Background: an optimization exercise with open tools, aiming at small area. Do not read the settings as production practice. Function was checked by simulation only, so behaviour that the tests miss may differ from the original. Power is estimated from default activity; no workload was simulated.

## flow/flow/run.sh

```bash
#!/bin/bash
# Standard layout with the smallest port buffers, a lighter clock tree and
# gate downsizing where timing allows.
set -o pipefail
export BUFFER_PORTS_ARGS="-buffer_cell sky130_fd_sc_hd__buf_1"
export CTS_ARGS="-sink_clustering_enable -repair_clock_nets -dont_use_dummy_load -buf_list sky130_fd_sc_hd__clkbuf_8 -root_buf sky130_fd_sc_hd__clkbuf_16 -sink_clustering_size 20 -sink_clustering_max_diameter 50"
export REMOVE_ABC_BUFFERS=1
export RECOVER_POWER=100
bash standard.sh > standard.log 2>&1
```

## flow/standard.sh

```bash
#!/bin/bash
# synth_recipe.tcl (not shown) runs the flow's synth.tcl, then flattens the netlist and writes it again
# the make line also repeats each setting of config.mk as NAME=value (left out here)
make -C /OpenROAD-flow-scripts/flow DESIGN_CONFIG=/design/flow/config.mk WORK_HOME=/design/flow/orfs CLKGATE_MAP_FILE= SYNTH_SCRIPT=/design/flow/synth_recipe.tcl "${@:-finish}"
```

## flow/config.mk

```make
export PLATFORM = sky130hd
export DESIGN_NAME = iccm_link
export DESIGN_NICKNAME = iccm_link
export VERILOG_FILES = /design/flow/design.v
export SDC_FILE = /design/flow/constraint.sdc
export NUM_CORES = 4
export LEC_CHECK = 0
export CAP_MARGIN = 20
export CORE_MARGIN = 2
export CORE_UTILIZATION = 75
export SLEW_MARGIN = 20
```

## flow/constraint.sdc

```tcl
create_clock -name core_clock -period 10.0 [get_ports {clk}]
set_input_delay 2.0000 -clock core_clock [delete_from_list [all_inputs] [get_ports {clk}]]
set_output_delay 2.0000 -clock core_clock [all_outputs]
set_load 0.01 [all_outputs]
```

## flow/design.v

```verilog
module iccm_link (
    input  wire         clk,
    input  wire         rst,           
    input  wire         rx,
    output wire         tx,
    input  wire         cmd_valid,
    input  wire [7:0]   cmd,
    output wire         cmd_ready,
    input  wire         msg_we,
    input  wire [7:0]   msg_byte,
    output reg          resp_valid,
    output wire         resp_avail,
    output wire [4:0]   resp_len,
    output wire [159:0] resp_data,
    output wire [15:0]  status,
    output wire [4:0]   cursor,
    output reg  [6:0]   events
);
    localparam integer N = 20;             
    localparam integer M = 16;             
    localparam [7:0] C_INIT  = 8'h01;
    localparam [7:0] C_SEND  = 8'h02;
    localparam [7:0] C_AVAIL = 8'h03;
    localparam [7:0] C_READ  = 8'h04;
    localparam [7:0] C_CLEAR = 8'h05;
    localparam [7:0] C_DIS   = 8'h06;
    localparam [7:0] C_EN    = 8'h07;
    reg        dis;                        
    reg        ss;                         
    reg        data_avail;
    reg        pclr;                       
    reg        ovf;
    reg        edge_pend;
    reg        init_done;
    reg  [4:0] cur;
    reg  [7:0] rbuf [0:N-1];
    reg        rx_prev;
    reg        rx_active;
    reg        tx_active;
    reg  [5:0] tmr;                        
    reg  [3:0] bcnt;                       
    reg        cb0;                        
    reg        cm;                         
    reg        tx_stx;                     
    reg        invalid_input;
    reg        faulted;
    reg  [7:0] msg [0:M-1];                
    reg  [4:0] msg_cnt;                    
    reg        msg_rsv;
    wire [1:0] link = {dis | tx_active, dis | ss};
    wire edge_ie  = init_done;
    wire ep1      = edge_pend | (edge_ie & ~rx_prev & rx);
    wire activate = ~faulted & ~rx_active & ep1 & init_done;
    wire ev_bail  = activate & (tx_active | dis);
    wire rx_start = activate & ~(tx_active | dis);
    localparam [5:0] T_RX = 6'd50;
    localparam [5:0] T_TX = 6'd32;
    wire tmr_fb   = tmr[5] ^ tmr[4] ^ (tmr[4:0] == 5'd0);
    wire tick_end = tmr == (tx_active ? T_TX : T_RX);
    wire rx_ev    = rx_active & tick_end;
    wire samp     = rx_ev & (bcnt != 4'd0) & (bcnt != 4'd9);
    wire rx_done  = rx_ev & (bcnt == 4'd9);
    wire n_rx_active = rx_start | (rx_active & ~rx_done);
    wire is_stx = rx_done & ~cb0 & cm;
    wire is_etx = rx_done &  cb0 & cm;
    wire is_oth = rx_done & ~cm;
    wire full   = cur[4] & cur[2];         
    wire ev_msg_ready = is_etx & ss & ~full;
    wire ev_etx_lost  = is_etx & ss &  full;
    wire ev_overflow  = is_oth & ss &  full;
    wire ev_drop      = (is_etx | is_oth) & ~ss;
    wire push         = (is_etx | is_oth) & ss & ~full;
    wire [4:0] cur_up  = {&cur[3:0], &cur[2:0], &cur[1:0], cur[0], 1'b1};
    wire [4:0] p4_cur  = is_stx ? 5'd0 : cur ^ ({5{push}} & cur_up);
    wire       p4_da   = ~is_stx & (data_avail | ev_msg_ready);
    wire       p4_ovf  = ~is_stx & (ovf | ev_overflow);
    wire       p4_ss   = is_stx | (ss & ~is_etx);
    wire       p4_ep   = ~faulted & ep1 & ~activate & ~rx_done |
                         faulted & edge_pend;
    assign cmd_ready = ~tx_active & ~n_rx_active;
    wire do_cmd   = cmd_valid & cmd_ready;
    wire illegal  = (cmd == 8'h00) || (cmd > C_EN);
    wire send_cmd = do_cmd & (cmd == C_SEND);
    wire ok       = do_cmd & ~faulted & ~illegal & (init_done | cmd == C_INIT);
    wire bad      = do_cmd & ~faulted & (illegal | (~init_done & cmd != C_INIT));
    wire c_init  = ok & (cmd == C_INIT);
    wire c_send  = ok & (cmd == C_SEND);
    wire c_read  = ok & (cmd == C_READ);
    wire c_avail = ok & (cmd == C_AVAIL);
    wire c_clr   = ok & ((cmd == C_CLEAR) | (cmd == C_INIT)) | pclr;
    wire c_dis   = ok & (cmd == C_DIS);
    wire c_en    = ok & ((cmd == C_EN) | (cmd == C_INIT));
    wire ev_tx_rej = c_send & p4_ss;
    wire admit     = c_send & ~p4_ss;
    wire tx_ev     = tx_active & tick_end;
    wire frame_end = tx_ev & (bcnt == 4'd9);
    wire msg_left  = msg_cnt != 5'd0;
    wire data_end  = frame_end & ~tx_stx & msg_left;
    wire tx_done   = frame_end & ~tx_stx & ~msg_left;
    wire pad       = tx_active & tx_stx & (bcnt == 4'd0) & (tmr[5:4] == 2'b00) &
                     ~msg_cnt[4] & (tmr[3:0] >= msg_cnt[3:0]);
    wire [7:0] tx_byte = tx_stx ? 8'h02 : (msg_left ? msg[M-1] : 8'h03);
    wire [9:0] tx_raw  = {1'b0, tx_byte, 1'b1};
    assign tx = tx_active & tx_raw[bcnt];
    wire stage     = msg_we & ~tx_active & ~send_cmd;
    wire stage_in  = stage & ~msg_cnt[4];
    wire msg_shift = stage_in | pad | data_end;
    always @(posedge clk) begin
        if (rst) begin
            edge_pend     <= 1'b0;
            init_done     <= 1'b0;
            rx_active     <= 1'b0;
            tx_active     <= 1'b0;
            invalid_input <= 1'b0;
            faulted       <= 1'b0;
            msg_rsv       <= 1'b0;
            resp_valid    <= 1'b0;
            events        <= 7'd0;
        end else begin
            edge_pend     <= p4_ep & ~c_init;
            init_done     <= init_done | c_init;
            rx_active     <= n_rx_active;
            tx_active     <= admit | (tx_active & ~tx_done);
            invalid_input <= invalid_input | (admit & msg_rsv);
            faulted       <= faulted | bad;
            resp_valid    <= c_read | c_avail;
            events        <= {tx_done, ev_tx_rej, ev_bail, ev_drop,
                              ev_overflow, ev_etx_lost, ev_msg_ready};
            if (send_cmd)
                msg_rsv <= 1'b0;
            else if (stage && (msg_byte == 8'h02 || msg_byte == 8'h03))
                msg_rsv <= 1'b1;
        end
    end
    wire [4:0] cnt_up = {&msg_cnt[3:0], &msg_cnt[2:0], &msg_cnt[1:0],
                         msg_cnt[0], 1'b1};
    wire [4:0] cnt_dn = {~|msg_cnt[3:0], ~|msg_cnt[2:0], ~|msg_cnt[1:0],
                         ~msg_cnt[0], 1'b1};
    wire [4:0] cnt_tg = ({5{stage_in}} & cnt_up) | ({5{data_end}} & cnt_dn);
    always @(posedge clk) begin
        if (rst || (send_cmd && !admit))
            msg_cnt <= 5'd0;
        else
            msg_cnt <= msg_cnt ^ cnt_tg;
    end
    integer i;
    always @(posedge clk) begin
        rx_prev    <= rx;
        cur        <= c_clr ? 5'd0 : p4_cur;
        data_avail <= ~c_clr & p4_da;
        ovf        <= ~c_clr & p4_ovf;
        ss         <= p4_ss & ~c_dis & ~c_init;
        dis        <= (dis | c_dis) & ~c_en;
        pclr       <= c_read;
        if (rx_start | admit)
            tmr <= 6'd0;
        else
            tmr <= {tmr[4:0], tmr_fb};
        if (rx_start | admit)
            bcnt <= 4'd0;
        else if (tick_end)
            bcnt <= (bcnt == 4'd9) ? 4'd0 : bcnt + 4'd1;
        if (admit)
            tx_stx <= 1'b1;
        else if (frame_end)
            tx_stx <= 1'b0;
        if (samp) begin
            if (bcnt == 4'd1) cb0 <= rx;
            if (bcnt == 4'd2) cm <= rx;
            else if (bcnt != 4'd1) cm <= cm & ~rx;
        end
        for (i = 0; i < N; i = i + 1)
            if (samp && cur == i) rbuf[i] <= {rx, rbuf[i][7:1]};
        if (msg_shift) begin
            msg[0] <= msg_byte;
            for (i = 1; i < M; i = i + 1)
                msg[i] <= msg[i-1];
        end
    end
    genvar g;
    generate
        for (g = 0; g < N; g = g + 1) begin : g_resp
            assign resp_data[8*g +: 8] = rbuf[g];
        end
    endgenerate
    assign resp_avail = data_avail;
    assign resp_len   = cur - {4'd0, data_avail};
    assign status = {4'b0000, faulted, invalid_input, tx_active, rx_active,
                     init_done, edge_ie, edge_pend, ovf & ~pclr,
                     data_avail & ~pclr, ss, link};
    assign cursor = cur & {5{~pclr}};
endmodule
```

==> results.py, run 1 <==
metrics = {
    "sta": {
        "timing.hold.ws_ns": 0.3717,
        "final-max-slew-violation-count": 20,
        "rsz0062_at_grt": "false",
        "post-route-min-period_ns": 6.815,
        "setup_violations": 0,
        "max_freq_mhz": 146.7,
        "tightest_slew_ns": 2.466,
        "fin_tns_setup_ns": 0,
        "finalClockSkew_ns": 0.05546,
        "relSlewSlack_pct": -66.11,
        "finalCritPeriodShare_pct": 68.15,
        "final_hold_viol_count": 0,
    },
    "clock_network": {
        "cts_inserted_buffers": 23,
        "cts_sinks": 332,
        "post_cts_resized": 0,
        "cts_hold_buffers": 0,
        "clk_pin_slew_ns": 0.10,
        "worstSkewPairLatency_ns": 0.50,
        "root_buffer": "clkbuf_16",
        "max-clock-path-buffers": 3,
        "h-tree-depth": 1,
        "postCtsSetupRepairBufs": 0,
        "tritoncts": "built",
    },
    "detailed_routing": {
        "drt_iter0_markers": 435,
        "wirelength_mm": 20.85,
        "final_antenna_net_count": 0,
        "firstDrtPassIters": 5,
        "routed-wl-met3_mm": 1.785,
        "route.detailed.drc": 0,
        "highest_layer": "met4",
        "via_count": 6016,
        "routed_via_density": 5.915,
        "wl_met2_mm": 10.51,
        "m1WireLength_mm": 7.907,
        "wl_per_cell_um": 20.50,
    },
    "power_and_ir_drop": {
        "switching_share_pct": 19.63,
        "seq_power_share_pct": 69.6,
        "ir_worst_vdd_uv": 156.3,
        "power-per-cell-area_mw_per_mm2": 180.1,
        "total_power_mw": 2.252,
        "p_switching_mw": 0.4420,
        "p_int_mw": 1.810,
        "power.leakage_nw": 4.024,
        "clock_power_share_pct": 26.7,
        "comb_power_share_pct": 3.7,
    },
    "die": {
        "initial_core_util_pct": 77.05,
        "die_area_mm2": 0.01598,
        "die_y_um": 126.4,
        "chipWidth_um": 126.4,
        "num_rows": 44,
        "io_pins": 218,
        "core_area_mm2": 0.01459,
    },
    "global_routing": {
        "grt_max_degree": 87,
        "grt_pass1_vias": 5869,
        "gr-total-overflow": 0,
        "antenna_found_initial": 0,
        "grtUsageTotal_pct": 25.31,
        "grt_pass1_wl_mm": 31.23,
    },
    "hold_path": {
        "hold_class": "reg -> reg",
    },
    "run_status": {
        "status": "finished with violations",
        "failed_checks": "max-capacitance violations, max-slew violations",
    },
    "synth": {
        "synth_common_cells": "edfxtp_1 (290), nor2_1 (50), dfxtp_1 (42)",
        "ys_ff_latch": 332,
        "yosys.area.top_type_share_pct": 77.47,
        "synthArstFlopShare_pct": 0,
        "synth_ff_type": "edfxtp_1",
        "synth_area_mm2": 0.01124,
        "avgSynthCellArea_um2": 18.28,
        "yosysMostFrequentCell": "edfxtp_1",
        "yosysUniqueCellTypes": 54,
        "postSynthCellCount": 615,
        "synth-seq-area-share_pct": 84.95,
        "synth_edf_count": 290,
        "synth_top_cell_by_area": "edfxtp_1",
        "synthTopCellsByArea": "edfxtp_1 (77%), dfxtp_1 (7.5%), nor2_1 (1.7%)",
        "yosysWarnings": 3,
    },
    "finish": {
        "insertedDiodeCount": 0,
        "area_delta_synth_final_pct": 11.24,
        "finish.instance_area_mm2": 0.01250,
        "final_layout_size_suffix_gt1_share_pct": 4.202,
        "finalNetCount": 864,
    },
    "placed_design": {
        "dpl_cell_area_mm2": 0.01220,
        "hpwlAfterDp_mm": 14.81,
        "portBuffers": 213,
        "finalWeightedCongestion": 0.8286,
    },
    "critical_path": {
        "critical_path_buf_inv_count": 4,
        "cpMostUsedCell": "clkbuf_1",
        "critPathMaxStageDelay_ns": 1.01,
        "cp-end-kind": "flip-flop",
        "crit_family": "buffers and inverters",
        "crit_path_cell_trace": "buf_1 > clkbuf_1 > nor2b_1 > o211a_1 > a211oi_1 > o21a_1 > o21ai_0 > clkbuf_1 > buf_4",
        "crit_required_ns": 10.06,
        "cp.arrival_ns": 6.88,
        "cpMaxStageDelayCell": "clkbuf_1",
        "cp_max_fo": 86,
        "startpoint_type": "input pin",
        "r2r_slack_ns": 4.50,
        "critical_path_class": "in -> reg",
    },
    "run": {
        "cap_violations": 1,
    },
}
==> cell families after synthesis <==
group	after synthesis	share of synthesized area, %
buf+inv	44	1.892
other cells	1	0.03336
xor+xnor	12	0.9351
simple gates	158	7.458
flops	332	84.95
fa+ha+maj	8	0.8905
compound gates	56	3.250
mux	4	0.5899
==> cells in the final DEF, fill, tap and decap left out, types with 6 or more instances in the layout <==
cell,netlist,layout
a21oi_1,17,17
a31oi_1,9,9
buf_1,0,212
clkbuf_8,0,20
dfxtp_1,42,42
edfxtp_1,290,290
ha_1,8,8
inv_1,20,20
nand2_1,19,19
nand2b_1,6,6
nand3_1,12,12
nor2_1,50,50
nor2b_1,11,11
nor3_1,22,22
o21ai_0,12,13
xnor2_1,9,9
==> power groups by stage <==
| stage | combinational (mW) | sequential (mW) | clock, mW |
|---|---|---|---|
| 2_1_floorplan | 0.0586 | 1.60 | 0 |
| 3_3_place_gp | 0.0771 | 1.59 | 0 |
| 4_1_cts | 0.0873 | 1.57 | 0.612 |
| 5_1_grt | 0.0920 | 1.57 | 0.649 |
| 3_5_place_dp | 0.0861 | 1.60 | 0 |
| 6_report | 0.0841 | 1.57 | 0.600 |
==> through the flow <==
stage,utilization (%),setup slack (ns),cells
after floorplan,-,-0.7068,594
after global placement,83.42,4.713,993
after detailed placement,83.61,4.559,994
after CTS,86.01,4.617,1017
after global routing,85.71,2.738,1017
final,85.71,3.185,1017
==> worst reg2reg max path: stages (launching register included) <==
cell	delay [ns]
dfxtp_1	0.55
inv_1	0.23
nor4_1	0.31
nand3_1	0.12
o21ai_0	1.87
clkbuf_1	1.01
buf_4	0.93
==> final cells by class <==
class,count,area (um^2)
Sequential cell,332,9549
Fill cell,643,2085
Multi-Input combinational cell,242,1485
Timing Repair Buffer,216,814.5
Clock buffer,23,350.3
Tap cell,184,230.2
Inverter,20,75.07
==> layer usage <==
| layer | vias to the layer above | track usage [%] |
|---|---|---|
| met5 | - | 0 |
| li1 | 2708 | - |
| met3 | 49 | 4.555 |
| met1 | 2940 | 34.23 |
| met2 | 319 | 42.94 |
| met4 | 0 | 8.145 |
==> path summary, 6_finish.rpt <==
path / cells after the start / start / to
hold reg to reg: 0 / msg[5][1] / msg[6][1]
setup / recovery: 9 / rx / msg[1][1]
hold / removal: 0 / msg[5][1] / msg[6][1]
setup reg to reg: 6 / tx_active / msg[1][1]
==> registers in the layout, summed over array words and instances, names as in the netlist, 4 cells and up <==
register / flops
tmr: 6
bcnt: 4
rbuf: 160
msg: 128
cur: 5
msg_cnt: 5
events: 7
==> run 2: changes to the inputs <==
==> flow/flow/run.sh (replaced) <==
#!/bin/bash
# Standard layout with the smallest port buffers and a lighter clock tree.
set -o pipefail
export BUFFER_PORTS_ARGS="-buffer_cell sky130_fd_sc_hd__buf_1"
export CTS_ARGS="-sink_clustering_enable -repair_clock_nets -dont_use_dummy_load -buf_list sky130_fd_sc_hd__clkbuf_8 -root_buf sky130_fd_sc_hd__clkbuf_16 -sink_clustering_size 20 -sink_clustering_max_diameter 50"
bash standard.sh > standard.log 2>&1
==> results.py, run 2 <==
metrics = {
    "critical_path": {
        "startpoint_type": "input pin",
        "cp_max_fo": 25,
        "cp-end-kind": "primary output",
        "critical_path_buf_inv_count": 3,
        "cp_num_cells": 7,
        "crit_path_cell_trace": "buf_1 > buf_4 > nor2b_1 > o211a_1 > a21oi_1 > and2_1 > buf_1",
        "crit_required_ns": 8.00,
        "critPathMaxStageDelay_ns": 0.28,
        "critical_path_class": "in -> out",
        "cpMostUsedCell": "buf_1",
        "r2r_slack_ns": 6.31,
        "crit_family": "compound AO/OA/AOI/OAI gates",
        "r2r_cells": 6,
        "cp.arrival_ns": 3.35,
        "startpoint": "rx",
        "r2r_end": "msg[1][4]",
        "r2r-start": "bcnt[0]",
        "cpMaxStageDelayCell": "a21oi_1",
    },
    "sta": {
        "finalCritPeriodShare_pct": 53.53,
        "setup_violations": 0,
        "tightest_slew_ns": 1.077,
        "relSlewSlack_pct": 27.65,
        "fin_tns_setup_ns": 0,
        "final_hold_viol_count": 0,
        "rsz0062_at_grt": "false",
        "max_freq_mhz": 186.8,
        "finalClockSkew_ns": 0.04307,
        "post-route-min-period_ns": 5.353,
        "final-max-slew-violation-count": 0,
    },
    "synth": {
        "synth_edf_count": 290,
        "postSynthCellCount": 615,
        "synth_common_cells": "edfxtp_1 (290), nor2_1 (50), dfxtp_1 (42)",
        "synth_top_cell_by_area": "edfxtp_1",
        "yosysUniqueCellTypes": 54,
        "synth_ff_type": "edfxtp_1",
        "synthTopCellsByArea": "edfxtp_1 (77%), dfxtp_1 (7.5%), nor2_1 (1.7%)",
        "synthArstFlopShare_pct": 0,
        "synth-seq-area-share_pct": 84.95,
        "ys_ff_latch": 332,
        "yosys.area.top_type_share_pct": 77.47,
        "avgSynthCellArea_um2": 18.28,
        "synth_area_mm2": 0.01124,
        "yosysWarnings": 3,
        "yosysMostFrequentCell": "edfxtp_1",
    },
    "run_status": {
        "status": "no timing/DRC/antenna violations",
    },
    "finish": {
        "final_layout_size_suffix_gt1_share_pct": 5.295,
        "final_core_utilization_pct": 86.03,
        "reg_top3": "rbuf (160), msg (128), events (7)",
        "final_common_cell": "edfxtp_1",
        "area_delta_synth_final_pct": 11.65,
        "largest_reg_flops": 160,
        "insertedDiodeCount": 0,
        "finalNetCount": 862,
        "mostFrequentLayoutCells": "edfxtp_1 (290), buf_1 (213), nor2_1 (50), dfxtp_1 (42), inv_1 (20)",
        "instances_no_fill": 1015,
        "largest-register": "rbuf",
    },
    "die": {
        "num_rows": 44,
        "initial_core_util_pct": 77.05,
        "die_area_mm2": 0.01598,
        "io_pins": 218,
        "chipWidth_um": 126.4,
        "core_area_mm2": 0.01459,
        "die_y_um": 126.4,
    },
    "clock_network": {
        "max-clock-path-buffers": 3,
        "cts_inserted_buffers": 21,
        "clk_pin_slew_ns": 0.11,
        "cts_sinks": 332,
        "h-tree-depth": 1,
        "worstSkewPairLatency_ns": 0.50,
        "tritoncts": "built",
        "post_cts_resized": 0,
        "cts_hold_buffers": 0,
        "root_buffer": "clkbuf_16",
        "postCtsSetupRepairBufs": 0,
    },
    "detailed_routing": {
        "wirelength_mm": 21.71,
        "wl_per_cell_um": 21.39,
        "routed_via_density": 5.967,
        "final_antenna_net_count": 0,
        "via_count": 6056,
        "drt_iter0_markers": 503,
        "route.detailed.drc": 0,
        "firstDrtPassIters": 5,
    },
    "placed_design": {
        "hpwlAfterDp_mm": 15.18,
        "dp.cells": 994,
        "portBuffers": 213,
        "finalWeightedCongestion": 0.8522,
    },
    "global_routing": {
        "grt_pass1_vias": 5813,
        "grtUsageTotal_pct": 26.71,
        "grt_max_degree": 88,
        "antenna_found_initial": 0,
        "grt_pass1_wl_mm": 32.53,
        "gr-total-overflow": 0,
    },
    "power_and_ir_drop": {
        "power-per-cell-area_mw_per_mm2": 178.1,
        "power.leakage_nw": 4.057,
        "ir_worst_vdd_uv": 201.7,
        "total_power_mw": 2.235,
    },
    "hold_path": {
        "hp-start": "msg[4][3]",
        "whs_path_depth": 0,
        "holdPathEnd": "msg[5][3]",
        "hold_class": "reg -> reg",
    },
    "run": {
        "cap_violations": 0,
    },
}
## run 2: metal layers
layer	vias up	routed length (um)	track usage (%)
li1	2715	-	-
met1	2947	8109	36.35
met2	352	11190	46.05
met3	42	1837	4.766
met4	0	573	6.658
met5	-	0	0
## run 2: logic make-up after synthesis
group	Yosys count	synth area share, %
flip-flops	332	84.95
AND/OR/NAND/NOR	158	7.458
AO/OA/AOI/OAI	56	3.250
buffers and inverters	44	1.892
XOR/XNOR	12	0.9351
adder cells (fa/ha/maj)	8	0.8905
multiplexers	4	0.5899
other	1	0.03336
## run 2: cell type report
| class | count | area, um^2 |
|---|---|---|
| Timing Repair Buffer | 216 | 842.1 |
| Inverter | 20 | 75.07 |
| Sequential cell | 332 | 9549 |
| Fill cell | 618 | 2038 |
| Multi-Input combinational cell | 242 | 1531 |
| Tap cell | 184 | 230.2 |
| Clock buffer | 21 | 322.8 |
## run 2: through the flow
stage | cell area [um^2] | hold slack, ns | setup WS, ns
after floorplan | 11250 | 0.4003 | 2.560
after global placement | 12170 | 0.4016 | 4.686
after detailed placement | 12200 | 0.4052 | 4.668
after CTS | 12520 | 0.4106 | 4.644
after global routing | 12550 | 0.4224 | 4.528
final | 12550 | 0.4130 | 4.647
## run 2: how the worst max path moves through the flow
stage / to / slack [ns]
5_1_grt: cmd_ready / 4.53
4_1_cts: cmd_ready / 4.64
3_3_place_gp: cmd_ready / 4.69
3_5_place_dp: cmd_ready / 4.67
6_report: cmd_ready / 4.65
2_1_floorplan: msg[0][0] / 2.56
## run 2: power by group
part / internal (mW) / switching, mW / total [mW]
clock: 0.218 / 0.364 / 0.582
sequential: 1.54 / 0.0252 / 1.57
combinational: 0.0350 / 0.0519 / 0.0869
total: 1.79 / 0.441 / 2.23
==> run 3: changes to the inputs <==
==> flow/flow/run.sh (replaced) <==
#!/bin/bash
# Standard layout with the smallest port buffers and a lighter clock tree.
set -o pipefail
export BUFFER_PORTS_ARGS="-buffer_cell sky130_fd_sc_hd__buf_1"
export CTS_ARGS="-sink_clustering_enable -repair_clock_nets -dont_use_dummy_load -buf_list sky130_fd_sc_hd__clkbuf_16 -root_buf sky130_fd_sc_hd__clkbuf_16 -sink_clustering_size 36 -sink_clustering_max_diameter 100"
bash standard.sh > standard.log 2>&1
--- a/flow/config.mk
+++ b/flow/config.mk
@@ -8,4 +8,4 @@
 export CAP_MARGIN = 20
 export CORE_MARGIN = 2
-export CORE_UTILIZATION = 75
+export CORE_UTILIZATION = 85
 export SLEW_MARGIN = 20
==> results.py, run 3 <==
metrics = {
    "run_status": {
        "status": "did not finish",
        "haltStage": "3_5_place_dp",
        "tool.error": "[ERROR DPL-0033] detailed placement checks failed during check placement.",
    },
    "synth": {
        "synth-seq-area-share_pct": 84.95,
        "synthTopCellsByArea": "edfxtp_1 (77%), dfxtp_1 (7.5%), nor2_1 (1.7%)",
        "synth-simple-area-share_pct": 7.458,
        "synthMuxAreaShare_pct": 0.5899,
        "postSynthCellCount": 615,
        "synth_top_family_by_area": "simple AND/OR/NAND/NOR gates",
        "ys_ff_latch": 332,
        "yosysMostFrequentCell": "edfxtp_1",
        "yosys.area.top_type_share_pct": 77.47,
        "yosysWarnings": 3,
        "synth_common_cells": "edfxtp_1 (290), nor2_1 (50), dfxtp_1 (42)",
        "synth_area_mm2": 0.01124,
        "avgSynthCellArea_um2": 18.28,
        "synthArstFlopShare_pct": 0,
        "synth_top_cell_by_area": "edfxtp_1",
        "synth_edf_count": 290,
        "synth_ff_type": "edfxtp_1",
        "synth-xor-area-share_pct": 0.9350,
        "synth-compound-area-share_pct": 3.250,
        "synthAdderAreaFrac_pct": 0.8905,
        "yosysUniqueCellTypes": 54,
    },
    "die": {
        "die_y_um": 119.0,
        "io_pins": 218,
        "chipWidth_um": 119.0,
        "initial_core_util_pct": 85.91,
        "num_rows": 42,
    },
    "placed_design": {
        "finalWeightedCongestion": 0.8543,
        "hpwlAfterDp_mm": 21.76,
        "portBuffers": 213,
    },
}
[run 3: cell counts after synthesis]
Identical to the previous run, type by type.
[run 3: power by group through the flow]
stage,Combinational [mW],Sequential [mW],Clock [mW]
after global placement,0.0768,1.59,0
after floorplan,0.0638,1.59,0
[run 3: worst max-delay path by stage]
stage / cells after the start / slack, ns / to
2_1_floorplan: 7 / 2.56 / msg[0][0]
3_3_place_gp: 7 / 4.82 / msg[0][0]
[run 3: metrics by stage]
step / total power, mW / std cells / area [um^2] / setup WS (ns) / hold slack (ns)
floorplan: 1.654 / 618 / 11250 / 2.560 / 0.4003
global placement: 1.669 / 986 / 12170 / 4.818 / 0.4005
[run 3: kinds of logic after synthesis]
kind of cell / Yosys count
compound gates: 56
xor+xnor: 12
fa+ha+maj: 8
buf+inv: 44
flops: 332
mux: 4
other cells: 1
simple gates: 158
==> run 4: changes to the inputs <==
==> flow/flow/run.sh (replaced) <==
#!/bin/bash
# Standard layout with the smallest port buffers and a lighter clock tree.
set -o pipefail
export BUFFER_PORTS_ARGS="-buffer_cell sky130_fd_sc_hd__buf_1"
export CTS_ARGS="-sink_clustering_enable -repair_clock_nets -dont_use_dummy_load -buf_list {sky130_fd_sc_hd__clkbuf_4 sky130_fd_sc_hd__clkbuf_8} -root_buf sky130_fd_sc_hd__clkbuf_8 -sink_clustering_size 20 -sink_clustering_max_diameter 50"
bash standard.sh > standard.log 2>&1
--- a/flow/config.mk
+++ b/flow/config.mk
@@ -8,4 +8,4 @@
 export CAP_MARGIN = 20
 export CORE_MARGIN = 2
-export CORE_UTILIZATION = 85
+export CORE_UTILIZATION = 75
 export SLEW_MARGIN = 20
==> results.py, run 4 <==
metrics = {
    "critical_path": {
        "crit_required_ns": 8.00,
        "cp.arrival_ns": 3.36,
        "r2r_slack_ns": 6.32,
        "cp-end-kind": "primary output",
        "startpoint": "rx",
        "r2r_cells": 6,
        "startpoint_type": "input pin",
        "cp_max_fo": 25,
        "critical_path_class": "in -> out",
        "r2r_end": "msg[1][5]",
        "r2r-start": "bcnt[0]",
    },
    "detailed_routing": {
        "via_count": 6114,
        "wirelength_mm": 21.84,
        "routed_via_density": 6.018,
        "final_antenna_net_count": 0,
        "drt_iter0_markers": 624,
        "firstDrtPassIters": 7,
        "wl_per_cell_um": 21.50,
        "route.detailed.drc": 0,
    },
    "die": {
        "initial_core_util_pct": 77.05,
        "die_y_um": 126.4,
        "chipWidth_um": 126.4,
        "io_pins": 218,
        "die_area_mm2": 0.01598,
        "core_area_mm2": 0.01459,
        "num_rows": 44,
    },
    "placed_design": {
        "portBuffers": 213,
        "dp.cells": 994,
        "pre_cts_slack_ns": 4.668,
        "finalWeightedCongestion": 0.8522,
        "hpwlAfterDp_mm": 15.18,
    },
    "global_routing": {
        "grtUsageTotal_pct": 26.72,
        "grt_pass1_wl_mm": 32.51,
        "antenna_found_initial": 0,
        "grt_pass1_vias": 5824,
        "gr-total-overflow": 0,
        "grt_max_degree": 88,
    },
    "sta": {
        "fin_tns_setup_ns": 0,
        "timing.hold.ws_ns": 0.4137,
        "post-route-min-period_ns": 5.359,
        "rsz0062_at_grt": "false",
        "finalCritPeriodShare_pct": 53.59,
        "max_freq_mhz": 186.6,
        "relSlewSlack_pct": 26.54,
        "setup_violations": 0,
        "final_hold_viol_count": 0,
        "final-max-slew-violation-count": 0,
        "tightest_slew_ns": 1.094,
        "fin_ws_ns": 4.641,
        "finalClockSkew_ns": 0.04147,
    },
    "hold_path": {
        "whs_path_depth": 0,
        "hp-start": "msg[4][3]",
        "hold_class": "reg -> reg",
        "holdPathEnd": "msg[5][3]",
    },
    "power_and_ir_drop": {
        "power-per-cell-area_mw_per_mm2": 176.1,
        "power.leakage_nw": 4.041,
        "ir_worst_vdd_uv": 201.4,
    },
    "clock_network": {
        "root_buffer": "clkbuf_8",
        "tritoncts": "built",
        "max-clock-path-buffers": 3,
        "h-tree-depth": 1,
        "post_cts_resized": 0,
        "cts_sinks": 332,
        "worstSkewPairLatency_ns": 0.54,
        "cts_inserted_buffers": 21,
        "clk_pin_slew_ns": 0.11,
        "postCtsSetupRepairBufs": 0,
        "cts_hold_buffers": 0,
    },
    "finish": {
        "reg_top3": "rbuf (160), msg (128), events (7)",
        "finalNetCount": 863,
        "largest_reg_flops": 160,
        "area_delta_synth_final_pct": 11.35,
        "largest-register": "rbuf",
        "final_core_utilization_pct": 85.80,
        "insertedDiodeCount": 0,
        "final_common_cell": "edfxtp_1",
        "final_layout_size_suffix_gt1_share_pct": 5.288,
        "instances_no_fill": 1016,
        "mostFrequentLayoutCells": "edfxtp_1 (290), buf_1 (213), nor2_1 (50), dfxtp_1 (42), clkbuf_8 (21)",
    },
    "synth": {
        "synthTopCellsByArea": "edfxtp_1 (77%), dfxtp_1 (7.5%), nor2_1 (1.7%)",
        "synth_top_cell_by_area": "edfxtp_1",
        "yosys.area.top_type_share_pct": 77.47,
        "postSynthCellCount": 615,
        "avgSynthCellArea_um2": 18.28,
        "synth_area_mm2": 0.01124,
        "synth_common_cells": "edfxtp_1 (290), nor2_1 (50), dfxtp_1 (42)",
        "synth_ff_type": "edfxtp_1",
        "yosysWarnings": 3,
        "synth_edf_count": 290,
        "synth-seq-area-share_pct": 84.95,
        "ys_ff_latch": 332,
        "synthArstFlopShare_pct": 0,
        "yosysUniqueCellTypes": 54,
        "yosysMostFrequentCell": "edfxtp_1",
    },
    "run": {
        "cap_violations": 0,
    },
    "run_status": {
        "status": "no timing/DRC/antenna violations",
    },
}
## run 4: cell counts after synthesis
No cell type changed its count.
## run 4: kinds of logic after synthesis
group                      Yosys count  share of synthesized area, %
AOI/OAI and AO/OA                   56                         3.250
xor gates and xnor gates            12                        0.9351
adders and majority gates            8                        0.8905
buffers and inverters               44                         1.892
DFF                                332                         84.95
muxes                                4                        0.5899
other                                1                       0.03336
and+or+nand+nor                    158                         7.458
## run 4: power breakdown
group          internal (mW)  switching [mW]
Clock                  0.190           0.361
Combinational         0.0350          0.0519
Sequential              1.54          0.0250
## run 4: worst max path at each step
stage / end / slack, ns
2_1_floorplan: msg[0][0] / 2.56
3_3_place_gp: cmd_ready / 4.69
3_5_place_dp: cmd_ready / 4.67
4_1_cts: cmd_ready / 4.65
5_1_grt: cmd_ready / 4.53
6_report: cmd_ready / 4.64
## run 4: per-layer routing
metal	GRT usage, %	wire, um	vias up	share of wire [%]
li1	-	-	2711	-
met4	7.498	632	0	2.9
met5	0	0	-	0
met1	36.35	8161	3006	37
met3	4.471	1832	49	8.4
met2	45.89	11220	348	51
## run 4: worst max-delay path, stage by stage
cell and delay [ns]:
buf_1 0.07, buf_4 0.21, nor2b_1 0.18, o211a_1 0.25, a21oi_1 0.29, and2_1 0.20, buf_1 0.16
## run 4: through the flow
stage	cell area, um^2	total power, mW
floorplan	11250	1.654
global placement	12170	1.672
detailed placement	12200	1.682
CTS	12490	2.211
global route	12520	2.269
finish	12520	2.204
## run 4: layout make-up
cell class              instances  area [um^2]
repair buffers                217        847.1
well taps                     184        230.2
clock buffers                  21        289.0
flip-flops and latches        332         9549
multi-input cells             242         1526
inverters                      20        75.07
fillers                       625         2072
==> run 5: changes to the inputs <==
==> flow/flow/run.sh (replaced) <==
#!/bin/bash
# Standard layout with the smallest port buffers and a lighter clock tree.
set -o pipefail
export BUFFER_PORTS_ARGS="-buffer_cell sky130_fd_sc_hd__buf_1"
export CTS_ARGS="-sink_clustering_enable -repair_clock_nets -dont_use_dummy_load -buf_list sky130_fd_sc_hd__clkbuf_8 -root_buf sky130_fd_sc_hd__clkbuf_8 -tree_buf sky130_fd_sc_hd__clkbuf_4 -sink_clustering_size 22 -sink_clustering_max_diameter 50"
bash standard.sh > standard.log 2>&1
==> results.py, run 5 <==
metrics = {
    "detailed_routing": {
        "routed_via_density": 5.951,
        "firstDrtPassIters": 5,
        "route.detailed.drc": 0,
        "wirelength_mm": 21.54,
        "via_count": 6052,
        "wl_per_cell_um": 21.18,
        "drt_iter0_markers": 431,
        "final_antenna_net_count": 0,
    },
    "die": {
        "core_area_mm2": 0.01459,
        "io_pins": 218,
        "die_area_mm2": 0.01598,
        "die_y_um": 126.4,
        "chipWidth_um": 126.4,
        "initial_core_util_pct": 77.05,
        "num_rows": 44,
    },
    "synth": {
        "postSynthCellCount": 615,
        "synthAdderAreaFrac_pct": 0.8905,
        "synth_common_cells": "edfxtp_1 (290), nor2_1 (50), dfxtp_1 (42)",
        "synth-xor-area-share_pct": 0.9350,
        "synthTopCellsByArea": "edfxtp_1 (77%), dfxtp_1 (7.5%), nor2_1 (1.7%)",
        "synth_top_family_by_area": "simple AND/OR/NAND/NOR gates",
        "avgSynthCellArea_um2": 18.28,
        "synth_area_mm2": 0.01124,
        "ys_ff_latch": 332,
        "synth-simple-area-share_pct": 7.458,
        "yosysMostFrequentCell": "edfxtp_1",
        "synthArstFlopShare_pct": 0,
        "synthMuxAreaShare_pct": 0.5899,
        "yosys.area.top_type_share_pct": 77.47,
        "yosysUniqueCellTypes": 54,
        "synth_top_cell_by_area": "edfxtp_1",
        "synth-seq-area-share_pct": 84.95,
        "synth_edf_count": 290,
        "synth-compound-area-share_pct": 3.250,
        "yosysWarnings": 3,
        "synth_ff_type": "edfxtp_1",
    },
    "clock_network": {
        "root_buffer": "clkbuf_8",
        "tritoncts": "built",
        "postCtsSetupRepairBufs": 0,
        "worstSkewPairLatency_ns": 0.54,
        "post_cts_resized": 0,
        "clk_pin_slew_ns": 0.10,
        "h-tree-depth": 1,
        "cts_sinks": 332,
        "max-clock-path-buffers": 3,
        "cts_hold_buffers": 0,
        "cts_inserted_buffers": 21,
    },
    "power_and_ir_drop": {
        "p_int_mw": 1.766,
        "comb_power_share_pct": 4.0,
        "clock_power_share_pct": 24.8,
        "switching_share_pct": 19.75,
        "power-per-cell-area_mw_per_mm2": 175.8,
        "total_power_mw": 2.201,
        "ir_worst_vdd_uv": 167.1,
        "seq_power_share_pct": 71.2,
        "p_switching_mw": 0.4346,
        "power.leakage_nw": 4.043,
    },
    "placed_design": {
        "dp.cells": 994,
        "pre_cts_slack_ns": 4.668,
        "portBuffers": 213,
        "hpwlAfterDp_mm": 15.18,
        "finalWeightedCongestion": 0.8522,
        "dpl_cell_area_mm2": 0.01220,
    },
    "finish": {
        "insertedDiodeCount": 0,
        "largest-register": "rbuf",
        "finalNetCount": 864,
        "area_delta_synth_final_pct": 11.35,
        "mostFrequentLayoutCells": "edfxtp_1 (290), buf_1 (213), nor2_1 (50), dfxtp_1 (42), clkbuf_8 (21)",
        "reg_top3": "rbuf (160), msg (128), events (7)",
        "final_core_utilization_pct": 85.80,
        "largest_reg_flops": 160,
        "finish.instance_area_mm2": 0.01252,
        "final_layout_size_suffix_gt1_share_pct": 5.282,
        "final_common_cell": "edfxtp_1",
        "instances_no_fill": 1017,
    },
    "sta": {
        "relSlewSlack_pct": 29.40,
        "fin_ws_ns": 4.643,
        "max_freq_mhz": 186.7,
        "post-route-min-period_ns": 5.357,
        "setup_violations": 0,
        "fin_tns_setup_ns": 0,
        "finalCritPeriodShare_pct": 53.57,
        "finalClockSkew_ns": 0.07549,
        "rsz0062_at_grt": "false",
        "tightest_slew_ns": 1.051,
        "final-max-slew-violation-count": 0,
        "final_hold_viol_count": 0,
        "timing.hold.ws_ns": 0.3909,
    },
    "global_routing": {
        "grt_pass1_wl_mm": 32.05,
        "grt_pass1_vias": 5712,
        "grtUsageTotal_pct": 26.34,
        "antenna_found_initial": 0,
        "grt_max_degree": 88,
        "gr-total-overflow": 0,
    },
    "critical_path": {
        "cp-end-kind": "primary output",
        "critical_path_class": "in -> out",
        "crit_required_ns": 8.00,
        "cp_max_fo": 25,
        "cp.arrival_ns": 3.36,
        "startpoint_type": "input pin",
    },
    "run_status": {
        "status": "no timing/DRC/antenna violations",
    },
    "hold_path": {
        "hold_class": "reg -> reg",
    },
    "run": {
        "cap_violations": 0,
    },
}
-- run 5: cell counts after synthesis --
No cell type changed its count.
-- run 5: area by class of cell --
class	instances	area (um^2)
Sequential cell	332	9549
Inverter	20	75.07
Multi-Input combinational cell	242	1521
Fill cell	635	2072
Tap cell	184	230.2
Clock buffer	21	289.0
Timing Repair Buffer	218	852.1
-- run 5: cell families (layout without fill, tap and decap cells) --
family / after synthesis / in the layout
compound gates: 56 / 56
xor+xnor: 12 / 12
fa+ha+maj: 8 / 8
buf+inv: 44 / 259
flops: 332 / 332
mux: 4 / 4
other cells: 1 / 4
simple gates: 158 / 158
-- run 5: routing by layer --
metal  up-vias  routed length, um  track usage, %
li1       2715                  -               -
met1      2966               8058           35.53
met2       331              11210           45.93
met3        40               1797           4.344
met4         0                471           6.723
met5         -                  0               0
-- run 5: critical path, cell delays in order --
cell,delay [ns]
buf_1,0.07
buf_4,0.21
nor2b_1,0.18
o211a_1,0.26
a21oi_1,0.29
and2_1,0.20
buf_1,0.16
-- run 5: power by group through the flow --
| stage | clock network, mW | registers (mW) | logic [mW] |
|---|---|---|---|
| 6_report | 0.546 | 1.57 | 0.0881 |
| 5_1_grt | 0.601 | 1.57 | 0.0994 |
| 4_1_cts | 0.557 | 1.57 | 0.0871 |
| 3_5_place_dp | 0 | 1.60 | 0.0865 |
| 3_3_place_gp | 0 | 1.59 | 0.0793 |
| 2_1_floorplan | 0 | 1.59 | 0.0638 |
-- run 5: worst paths after layout --
check        startpoint          to  depth (start not counted)  slack [ns]
max                  rx   cmd_ready                          7        4.64
min          msg[11][0]  msg[12][0]                          0        0.39
max reg2reg     bcnt[0]  msg[11][0]                          6        6.29
min reg2reg  msg[11][0]  msg[12][0]                          0        0.39
==> run 6: changes to the inputs <==
==> flow/flow/run.sh (replaced) <==
#!/bin/bash
# Standard layout with the smallest port buffers and a lighter clock tree.
set -o pipefail
export BUFFER_PORTS_ARGS="-buffer_cell sky130_fd_sc_hd__buf_1"
export CTS_ARGS="-sink_clustering_enable -repair_clock_nets -dont_use_dummy_load -buf_list sky130_fd_sc_hd__clkbuf_8 -root_buf sky130_fd_sc_hd__clkbuf_8 -tree_buf sky130_fd_sc_hd__clkbuf_4 -sink_clustering_size 20 -sink_clustering_max_diameter 70"
bash standard.sh > standard.log 2>&1
==> results.py, run 6 <==
metrics = {
    "critical_path": {
        "r2r_slack_ns": 6.27,
        "cp.arrival_ns": 3.36,
        "cp-end-kind": "primary output",
        "crit_path_end": "cmd_ready",
        "r2r-start": "bcnt[0]",
        "cp_max_fo": 25,
        "startpoint": "rx",
        "critical_path_class": "in -> out",
        "critPathMaxStageDelay_ns": 0.29,
        "crit_required_ns": 8.00,
        "r2r_end": "msg[1][5]",
        "cpMaxStageDelayCell": "a21oi_1",
        "startpoint_type": "input pin",
        "r2r_cells": 6,
        "crit_path_cell_trace": "buf_1 > buf_4 > nor2b_1 > o211a_1 > a21oi_1 > and2_1 > buf_1",
        "cpMostUsedCell": "buf_1",
    },
    "global_routing": {
        "gr-total-overflow": 0,
        "antenna_found_initial": 0,
        "grt_pass1_vias": 5772,
        "met3_usage_pct": 4.386,
        "top_usage_layer": "met2",
        "grt_use_met1_pct": 35.08,
        "grt_pass1_wl_mm": 32.42,
        "grt_max_degree": 88,
        "grt_use_met2_pct": 47.31,
        "grtUsageTotal_pct": 26.83,
    },
    "detailed_routing": {
        "wirelength_mm": 21.93,
        "via_count": 6069,
        "routed_via_density": 5.985,
        "route.detailed.drc": 0,
        "final_antenna_net_count": 0,
        "wl_per_cell_um": 21.63,
        "drt_iter0_markers": 536,
        "firstDrtPassIters": 5,
    },
    "synth": {
        "synth-seq-area-share_pct": 84.95,
        "postSynthCellCount": 615,
        "synth_area_mm2": 0.01124,
        "yosysWarnings": 3,
        "synth_ff_type": "edfxtp_1",
        "synth_edf_count": 290,
        "yosysUniqueCellTypes": 54,
        "synth_top_cell_by_area": "edfxtp_1",
        "synthTopCellsByArea": "edfxtp_1 (77%), dfxtp_1 (7.5%), nor2_1 (1.7%)",
        "synthArstFlopShare_pct": 0,
        "yosys.area.top_type_share_pct": 77.47,
        "synth_common_cells": "edfxtp_1 (290), nor2_1 (50), dfxtp_1 (42)",
        "avgSynthCellArea_um2": 18.28,
        "ys_ff_latch": 332,
        "yosysMostFrequentCell": "edfxtp_1",
    },
    "finish": {
        "area_delta_synth_final_pct": 11.19,
        "final_common_cell": "edfxtp_1",
        "finalNetCount": 861,
        "mostFrequentLayoutCells": "edfxtp_1 (290), buf_1 (213), nor2_1 (50), dfxtp_1 (42)",
        "insertedDiodeCount": 0,
        "instances_no_fill": 1014,
        "final_layout_size_suffix_gt1_share_pct": 5.060,
        "reg_top3": "rbuf (160), msg (128), events (7)",
        "largest_reg_flops": 160,
        "largest-register": "rbuf",
    },
    "run": {
        "cap_violations": 0,
    },
    "placed_design": {
        "dp.cells": 994,
        "finalWeightedCongestion": 0.8522,
        "portBuffers": 213,
        "hpwlAfterDp_mm": 15.18,
    },
    "run_status": {
        "status": "no timing/DRC/antenna violations",
    },
    "sta": {
        "post-route-min-period_ns": 5.360,
        "relSlewSlack_pct": 27.80,
        "fin_tns_setup_ns": 0,
        "tightest_slew_ns": 1.075,
        "finalClockSkew_ns": 0.03920,
        "rsz0062_at_grt": "false",
        "max_freq_mhz": 186.6,
        "final_hold_viol_count": 0,
        "final-max-slew-violation-count": 0,
        "setup_violations": 0,
        "finalCritPeriodShare_pct": 53.60,
    },
    "hold_path": {
        "hold_class": "reg -> reg",
    },
    "die": {
        "num_rows": 44,
        "initial_core_util_pct": 77.05,
        "die_area_mm2": 0.01598,
        "io_pins": 218,
        "die_y_um": 126.4,
        "chipWidth_um": 126.4,
        "core_area_mm2": 0.01459,
    },
    "clock_network": {
        "max-clock-path-buffers": 3,
        "h-tree-depth": 1,
        "cts_hold_buffers": 0,
        "clk_pin_slew_ns": 0.10,
        "root_buffer": "clkbuf_8",
        "cts_sinks": 332,
        "post_cts_resized": 0,
        "worstSkewPairLatency_ns": 0.53,
        "tritoncts": "built",
        "postCtsSetupRepairBufs": 0,
        "cts_inserted_buffers": 20,
    },
    "power_and_ir_drop": {
        "power-per-cell-area_mw_per_mm2": 175.3,
        "ir_worst_vdd_uv": 192.3,
        "power.leakage_nw": 4.024,
    },
}
==> run 6: cell counts after synthesis <==
No cell type changed its count.
==> run 6: cell families (layout without fill, tap and decap cells) <==
| logic type | after synthesis | in the layout | synth area share, % |
|---|---|---|---|
| compound gates | 56 | 56 | 3.250 |
| fa+ha+maj | 8 | 8 | 0.8905 |
| buf+inv | 44 | 256 | 1.892 |
| other cells | 1 | 4 | 0.03336 |
| simple gates | 158 | 158 | 7.458 |
| xor+xnor | 12 | 12 | 0.9351 |
| mux | 4 | 4 | 0.5899 |
| flops | 332 | 332 | 84.95 |
==> run 6: report_power, final <==
part | switching (mW) | internal (mW) | leakage, nW
Clock | 0.355 | 0.182 | 0.144
Sequential | 0.0258 | 1.54 | 3.05
Combinational | 0.0533 | 0.0351 | 0.831
==> run 6: how the worst min path moves through the flow <==
stage / start / endpoint / slack, ns / cells after the start
3_3_place_gp: msg[8][6] / msg[9][6] / 0.40 / 0
2_1_floorplan: msg[9][0] / msg[10][0] / 0.40 / 0
4_1_cts: msg[1][7] / msg[2][7] / 0.39 / 0
5_1_grt: msg[1][7] / msg[2][7] / 0.40 / 0
3_5_place_dp: msg[9][4] / msg[10][4] / 0.41 / 0
6_report: msg[1][7] / msg[2][7] / 0.39 / 0
==> run 6: per-layer routing <==
layer / wire length, um / vias up
met5: 0 / -
met4: 672 / 0
met3: 1745 / 47
met2: 11450 / 328
met1: 8071 / 2984
li1: - / 2710
==> run 6: area by class of cell <==
| cell class | count | area [um^2] |
|---|---|---|
| Tap cell | 184 | 230.2 |
| Timing Repair Buffer | 216 | 842.1 |
| Sequential cell | 332 | 9549 |
| Multi-Input combinational cell | 242 | 1526 |
| Clock buffer | 20 | 275.3 |
| Inverter | 20 | 75.07 |
| Fill cell | 649 | 2091 |
==> run 6: per-stage QoR <==
step           worst slack, ns  utilization (%)  power [mW]  hold slack, ns  cell area [um^2]
5_1_grt                  4.540            85.67       2.259          0.3960             12500
6_report                 4.640            85.67       2.192          0.3927             12500
2_1_floorplan            2.560                -       1.654          0.4003             11250
3_3_place_gp             4.686            83.42       1.672          0.4016             12170
3_5_place_dp             4.668            83.61       1.682          0.4052             12200
4_1_cts                  4.648            85.50       2.199          0.3926             12470
==> run 6: critical path, delay by kind of cell <==
family	cells	cell delay [ns]
AO/OA/AOI/OAI	2	0.55
buffers and inverters	3	0.44
AND/OR/NAND/NOR	2	0.38
==> run 7: changes to the inputs <==
==> flow/flow/run.sh (replaced) <==
#!/bin/bash
# Standard layout with the smallest port buffers and a lighter clock tree.
set -o pipefail
export BUFFER_PORTS_ARGS="-buffer_cell sky130_fd_sc_hd__buf_1"
export CTS_ARGS="-sink_clustering_enable -repair_clock_nets -dont_use_dummy_load -buf_list sky130_fd_sc_hd__clkbuf_8 -root_buf sky130_fd_sc_hd__clkbuf_8 -tree_buf sky130_fd_sc_hd__clkbuf_4 -sink_clustering_size 20 -sink_clustering_max_diameter 50"
bash standard.sh > standard.log 2>&1
--- a/flow/config.mk
+++ b/flow/config.mk
@@ -8,4 +8,4 @@
 export CAP_MARGIN = 20
 export CORE_MARGIN = 2
-export CORE_UTILIZATION = 75
+export CORE_UTILIZATION = 70
 export SLEW_MARGIN = 20
==> results.py, run 7 <==
metrics = {
    "die": {
        "die_area_mm2": 0.01709,
        "io_pins": 218,
        "die_y_um": 130.7,
        "chipWidth_um": 130.7,
        "num_rows": 46,
        "initial_core_util_pct": 71.28,
        "core_area_mm2": 0.01577,
    },
    "detailed_routing": {
        "via_count": 5967,
        "firstDrtPassIters": 5,
        "route.detailed.drc": 0,
        "wirelength_mm": 20.29,
        "routed_via_density": 5.672,
        "final_antenna_net_count": 0,
        "wl_per_cell_um": 19.28,
        "drt_iter0_markers": 396,
    },
    "hold_path": {
        "hp-start": "msg[0][6]",
        "hold_class": "reg -> reg",
        "whs_path_depth": 0,
        "holdPathEnd": "msg[1][6]",
    },
    "synth": {
        "synth_top_cell_by_area": "edfxtp_1",
        "synth_common_cells": "edfxtp_1 (290), nor2_1 (50), dfxtp_1 (42)",
        "synthTopCellsByArea": "edfxtp_1 (77%), dfxtp_1 (7.5%), nor2_1 (1.7%)",
        "yosysWarnings": 3,
        "ys_ff_latch": 332,
        "avgSynthCellArea_um2": 18.28,
        "yosys.area.top_type_share_pct": 77.47,
        "yosysMostFrequentCell": "edfxtp_1",
        "postSynthCellCount": 615,
        "synth_edf_count": 290,
        "synth_ff_type": "edfxtp_1",
        "synthArstFlopShare_pct": 0,
        "yosysUniqueCellTypes": 54,
        "synth-seq-area-share_pct": 84.95,
        "synth_area_mm2": 0.01124,
    },
    "global_routing": {
        "met3_usage_pct": 4.845,
        "grt_max_degree": 72,
        "grt_use_met1_pct": 30.17,
        "top_usage_layer": "met2",
        "grt_pass1_wl_mm": 28.96,
        "grtUsageTotal_pct": 22.41,
        "gr-total-overflow": 0,
        "grt_use_met2_pct": 37.56,
        "grt_pass1_vias": 5615,
        "antenna_found_initial": 0,
    },
    "sta": {
        "max_freq_mhz": 184.8,
        "setup_violations": 0,
        "tightest_slew_ns": 0.8168,
        "fin_tns_setup_ns": 0,
        "final_hold_viol_count": 0,
        "finalClockSkew_ns": 0.03395,
        "post-route-min-period_ns": 5.411,
        "relSlewSlack_pct": 45.35,
        "final-max-slew-violation-count": 0,
        "finalCritPeriodShare_pct": 54.11,
        "rsz0062_at_grt": "false",
    },
    "critical_path": {
        "r2r_cells": 7,
        "r2r_end": "msg[2][7]",
        "startpoint_type": "input pin",
        "cp.arrival_ns": 3.41,
        "r2r_slack_ns": 6.16,
        "r2r-start": "bcnt[0]",
        "cp_max_fo": 25,
        "crit_required_ns": 8.00,
        "cp-end-kind": "primary output",
        "critical_path_class": "in -> out",
    },
    "finish": {
        "area_delta_synth_final_pct": 12.01,
        "insertedDiodeCount": 0,
        "largest_reg_flops": 160,
        "final_common_cell": "edfxtp_1",
        "reg_top3": "rbuf (160), msg (128), events (7)",
        "finalNetCount": 867,
        "final_layout_size_suffix_gt1_share_pct": 5.861,
        "fill_cells": 849,
        "largest-register": "rbuf",
        "mostFrequentLayoutCells": "edfxtp_1 (290), buf_1 (213), nor2_1 (50), dfxtp_1 (42), clkbuf_8 (24)",
    },
    "clock_network": {
        "postCtsSetupRepairBufs": 0,
        "clk_pin_slew_ns": 0.10,
        "tritoncts": "built",
        "worstSkewPairLatency_ns": 0.54,
        "post_cts_resized": 0,
        "max-clock-path-buffers": 3,
        "h-tree-depth": 1,
        "cts_sinks": 332,
        "root_buffer": "clkbuf_8",
        "cts_hold_buffers": 0,
        "cts_inserted_buffers": 24,
    },
    "power_and_ir_drop": {
        "ir_worst_vdd_uv": 147.0,
        "power-per-cell-area_mw_per_mm2": 176.9,
        "total_power_mw": 2.227,
        "power.leakage_nw": 4.060,
    },
    "run": {
        "cap_violations": 0,
    },
    "placed_design": {
        "finalWeightedCongestion": 0.8364,
        "portBuffers": 213,
        "hpwlAfterDp_mm": 14.54,
    },
    "run_status": {
        "status": "no timing/DRC/antenna violations",
    },
}
-- run 7: layer usage --
metal,up-vias,share of wire [%]
li1,2720,-
met1,2957,42
met2,245,49
met3,45,7.2
met4,0,2.4
met5,-,0
-- run 7: area by class of cell --
type / instances / area, um^2 / share of cell area [%]
multi-input cells: 242 / 1531 / 12.16
well taps: 216 / 270.3 / 2.146
flip-flops and latches: 332 / 9549 / 75.84
inverters: 20 / 75.07 / 0.5962
clock buffers: 24 / 330.3 / 2.623
repair buffers: 218 / 834.6 / 6.628
-- run 7: worst max path at each step --
stage | cells past startpoint | slack (ns) | endpoint | start
after global placement | 7 | 4.65 | cmd_ready | rx
after detailed placement | 7 | 4.61 | cmd_ready | rx
after global routing | 7 | 4.46 | cmd_ready | rx
after CTS | 7 | 4.59 | cmd_ready | rx
final | 7 | 4.59 | cmd_ready | rx
after floorplan | 7 | 2.56 | msg[0][0] | cmd[2]
-- run 7: power breakdown --
part | leakage [nW] | internal, mW | switching [mW]
Clock | 0.173 | 0.216 | 0.362
Sequential | 3.05 | 1.54 | 0.0237
Combinational | 0.838 | 0.0340 | 0.0513
-- run 7: logic make-up after synthesis --
| group | synth area share, % |
|---|---|
| XOR/XNOR | 0.9351 |
| multiplexers | 0.5899 |
| other | 0.03336 |
| buffers and inverters | 1.892 |
| AND/OR/NAND/NOR | 7.458 |
| AO/OA/AOI/OAI | 3.250 |
| flip-flops | 84.95 |
| adder cells (fa/ha/maj) | 0.8905 |
-- run 7: per-stage QoR --
step                instances  hold slack, ns  setup slack, ns  util, %  instance area, um^2
global route             1052          0.4039            4.463    79.84                12590
floorplan                 618          0.4003            2.560        -                11250
finish                   1052          0.3954            4.589    79.84                12590
global placement         1027          0.4048            4.655    77.52                12230
detailed placement       1027          0.4051            4.608    77.52                12230
CTS                      1051          0.3937            4.593    79.62                12560
-- run 7: worst max-delay path, cell delays in order --
cell and delay (ns):
buf_1 0.07, buf_4 0.22, nor2b_1 0.19, o211a_1 0.26, a21oi_1 0.33, and2_1 0.18
buf_1 0.15
==> run 8: changes to the inputs <==
--- a/flow/config.mk
+++ b/flow/config.mk
@@ -8,4 +8,5 @@
 export CAP_MARGIN = 20
 export CORE_MARGIN = 2
-export CORE_UTILIZATION = 70
+export CORE_UTILIZATION = 75
+export PLACE_DENSITY = 0.85
 export SLEW_MARGIN = 20
==> results.py, run 8 <==
metrics = {
    "clock_network": {
        "clk_pin_slew_ns": 0.08,
        "root_buffer": "clkbuf_8",
        "worstSkewPairLatency_ns": 0.55,
        "post_cts_resized": 0,
        "tritoncts": "built",
        "cts_sinks": 332,
        "max-clock-path-buffers": 3,
        "postCtsSetupRepairBufs": 0,
        "cts_hold_buffers": 0,
        "h-tree-depth": 1,
        "cts_inserted_buffers": 23,
    },
    "sta": {
        "setup_violations": 0,
        "tightest_slew_ns": 1.013,
        "relSlewSlack_pct": 32.47,
        "fin_tns_setup_ns": 0,
        "post-route-min-period_ns": 5.369,
        "max_freq_mhz": 186.3,
        "finalCritPeriodShare_pct": 53.69,
        "final-max-slew-violation-count": 0,
        "rsz0062_at_grt": "false",
        "final_hold_viol_count": 0,
        "finalClockSkew_ns": 0.06710,
    },
    "synth": {
        "ys_ff_latch": 332,
        "synth_edf_count": 290,
        "postSynthCellCount": 615,
        "synthArstFlopShare_pct": 0,
        "synth-seq-area-share_pct": 84.95,
        "yosysMostFrequentCell": "edfxtp_1",
        "synth_ff_type": "edfxtp_1",
        "synth_area_mm2": 0.01124,
        "synth_common_cells": "edfxtp_1 (290), nor2_1 (50), dfxtp_1 (42)",
        "avgSynthCellArea_um2": 18.28,
        "yosys.area.top_type_share_pct": 77.47,
        "synth_top_cell_by_area": "edfxtp_1",
        "synthTopCellsByArea": "edfxtp_1 (77%), dfxtp_1 (7.5%), nor2_1 (1.7%)",
        "yosysUniqueCellTypes": 54,
        "yosysWarnings": 3,
    },
    "detailed_routing": {
        "routed_via_density": 6.135,
        "firstDrtPassIters": 7,
        "final_antenna_net_count": 0,
        "wirelength_mm": 22.51,
        "wl_per_cell_um": 22.14,
        "route.detailed.drc": 0,
        "drt_iter0_markers": 547,
        "via_count": 6239,
    },
    "power_and_ir_drop": {
        "power.leakage_nw": 4.048,
        "power-per-cell-area_mw_per_mm2": 178.6,
        "ir_worst_vdd_uv": 160.6,
    },
    "global_routing": {
        "gr-total-overflow": 0,
        "grt_pass1_vias": 6191,
        "grtUsageTotal_pct": 27.64,
        "grt_max_degree": 86,
        "grt_pass1_wl_mm": 33.71,
        "antenna_found_initial": 0,
    },
    "critical_path": {
        "cp.arrival_ns": 3.37,
        "critical_path_class": "in -> out",
        "cpMostUsedCell": "buf_1",
        "startpoint_type": "input pin",
        "critical_path_buf_inv_count": 3,
        "cpMaxStageDelayCell": "a21oi_1",
        "crit_family": "compound AO/OA/AOI/OAI gates",
        "r2r-start": "bcnt[0]",
        "cp_max_fo": 25,
        "crit_required_ns": 8.00,
        "critPathMaxStageDelay_ns": 0.30,
        "crit_path_cell_trace": "buf_1 > buf_4 > nor2b_1 > o211a_1 > a21oi_1 > and2_1 > buf_1",
        "startpoint": "rx",
        "cp-end-kind": "primary output",
    },
    "die": {
        "num_rows": 44,
        "die_y_um": 126.4,
        "chipWidth_um": 126.4,
        "io_pins": 218,
        "die_area_mm2": 0.01598,
        "core_area_mm2": 0.01459,
        "initial_core_util_pct": 77.05,
    },
    "placed_design": {
        "dp.cells": 994,
        "portBuffers": 213,
        "finalWeightedCongestion": 0.8937,
        "hpwlAfterDp_mm": 15.71,
    },
    "finish": {
        "area_delta_synth_final_pct": 11.46,
        "reg_top3": "rbuf (160), msg (128), events (7)",
        "largest-register": "rbuf",
        "insertedDiodeCount": 0,
        "instances_no_fill": 1017,
        "mostFrequentLayoutCells": "edfxtp_1 (290), buf_1 (213), nor2_1 (50), dfxtp_1 (42), clkbuf_8 (23)",
        "final_common_cell": "edfxtp_1",
        "largest_reg_flops": 160,
        "finalNetCount": 864,
        "final_core_utilization_pct": 85.88,
        "final_layout_size_suffix_gt1_share_pct": 5.642,
    },
    "hold_path": {
        "hold_class": "reg -> reg",
        "hp-start": "msg[1][5]",
    },
    "run_status": {
        "status": "no timing/DRC/antenna violations",
    },
    "run": {
        "cap_violations": 0,
    },
}
[run 8: layout make-up]
cell class              instances  area [um^2]
clock buffers                  23        316.6
fillers                       618         2059
inverters                      20        75.07
multi-input cells             242         1536
flip-flops and latches        332         9549
well taps                     184        230.2
repair buffers                216        822.0
[run 8: worst reg2reg max path: stages (launching register included)]
cell and delay [ns]:
dfxtp_1 0.64, nand4bb_1 0.34, or3_1 0.46, or4_1 0.49, o21a_1 0.19, o21ai_4 0.24, buf_4 0.44, buf_4 0.83
[run 8: per-stage QoR]
step | cell area [um^2] | power (mW) | hold slack (ns) | setup WS [ns]
4_1_cts | 12490 | 2.238 | 0.3702 | 4.650
3_5_place_dp | 12180 | 1.685 | 0.4045 | 4.643
5_1_grt | 12530 | 2.295 | 0.3776 | 4.565
2_1_floorplan | 11250 | 1.654 | 0.4003 | 2.560
3_3_place_gp | 12180 | 1.668 | 0.4012 | 4.705
6_report | 12530 | 2.237 | 0.3725 | 4.631
[run 8: worst paths after layout]
check	cells after the start	to	slack, ns
max	7	cmd_ready	4.63
min	0	msg[2][5]	0.37
max reg2reg	7	msg[1][4]	5.87
min reg2reg	0	msg[2][5]	0.37
[run 8: per-layer routing]
layer / GRT usage, % / vias to the layer above / part of all wire [%]
li1: - / 2709 / -
met1: 35.19 / 3062 / 36
met2: 49.36 / 409 / 52
met3: 4.766 / 59 / 8.6
met4: 8.597 / 0 / 3.1
met5: 0 / - / 0
[run 8: cells by family (layout without fill, tap and decap cells)]
| group | count (synthesis) | after routing | synth area share, % |
|---|---|---|---|
| xor gates and xnor gates | 12 | 12 | 0.9351 |
| muxes | 4 | 4 | 0.5899 |
| buffers and inverters | 44 | 259 | 1.892 |
| DFF | 332 | 332 | 84.95 |
| other | 1 | 4 | 0.03336 |
| and+or+nand+nor | 158 | 158 | 7.458 |
| AOI/OAI and AO/OA | 56 | 56 | 3.250 |
| adders and majority gates | 8 | 8 | 0.8905 |
[run 8: power by group]
part / switching, mW / internal, mW
Clock: 0.368 / 0.207
Sequential: 0.0277 / 1.54
Combinational: 0.0586 / 0.0349

port drivers added, routing unchanged:
Ports are ideal in the flow. The routed layouts listed here were re-timed in OpenROAD.
Step 1, drivers: a clkbuf_16 drives clk and a buf_2 each remaining input, both assumed.
Step 2 moves the port delays by t, midway between the first and last clock arrival at a register: inputs arrive t later, outputs are due t later. That takes back most of the time a late clock gives input paths.
Three values: ideal, step 1, step 2; two values: the first two.
| run | t, ns | setup WS [ns] | worst hold slack (ns) | slew at the worst register clock pin (ns) | worst data-port slew with drivers (ns) |
|---|---|---|---|---|---|
| run 1 | 0.512 | 3.185 / 3.200 / 2.688 | 0.372 / 0.372 / 0.372 | 0.11 / 0.11 | 0.04 |
| run 2 | 0.519 | 4.647 / 4.623 / 4.623 | 0.413 / 0.413 / 0.413 | 0.12 / 0.12 | 0.03 |
| run 4 | 0.561 | 4.641 / 4.617 / 4.617 | 0.414 / 0.414 / 0.414 | 0.11 / 0.11 | 0.03 |
| run 5 | 0.547 | 4.643 / 4.619 / 4.619 | 0.391 / 0.391 / 0.391 | 0.12 / 0.12 | 0.04 |
| run 6 | 0.545 | 4.640 / 4.618 / 4.618 | 0.393 / 0.393 / 0.393 | 0.12 / 0.12 | 0.04 |
| run 7 | 0.565 | 4.589 / 4.562 / 4.562 | 0.395 / 0.395 / 0.395 | 0.11 / 0.11 | 0.05 |
| run 8 | 0.558 | 4.631 / 4.600 / 4.540 | 0.373 / 0.373 / 0.373 | 0.11 / 0.11 | 0.05 |
The setup slack of run 1, which loses most, moves by +0.015 ns with the drivers and by -0.497 ns with both steps.
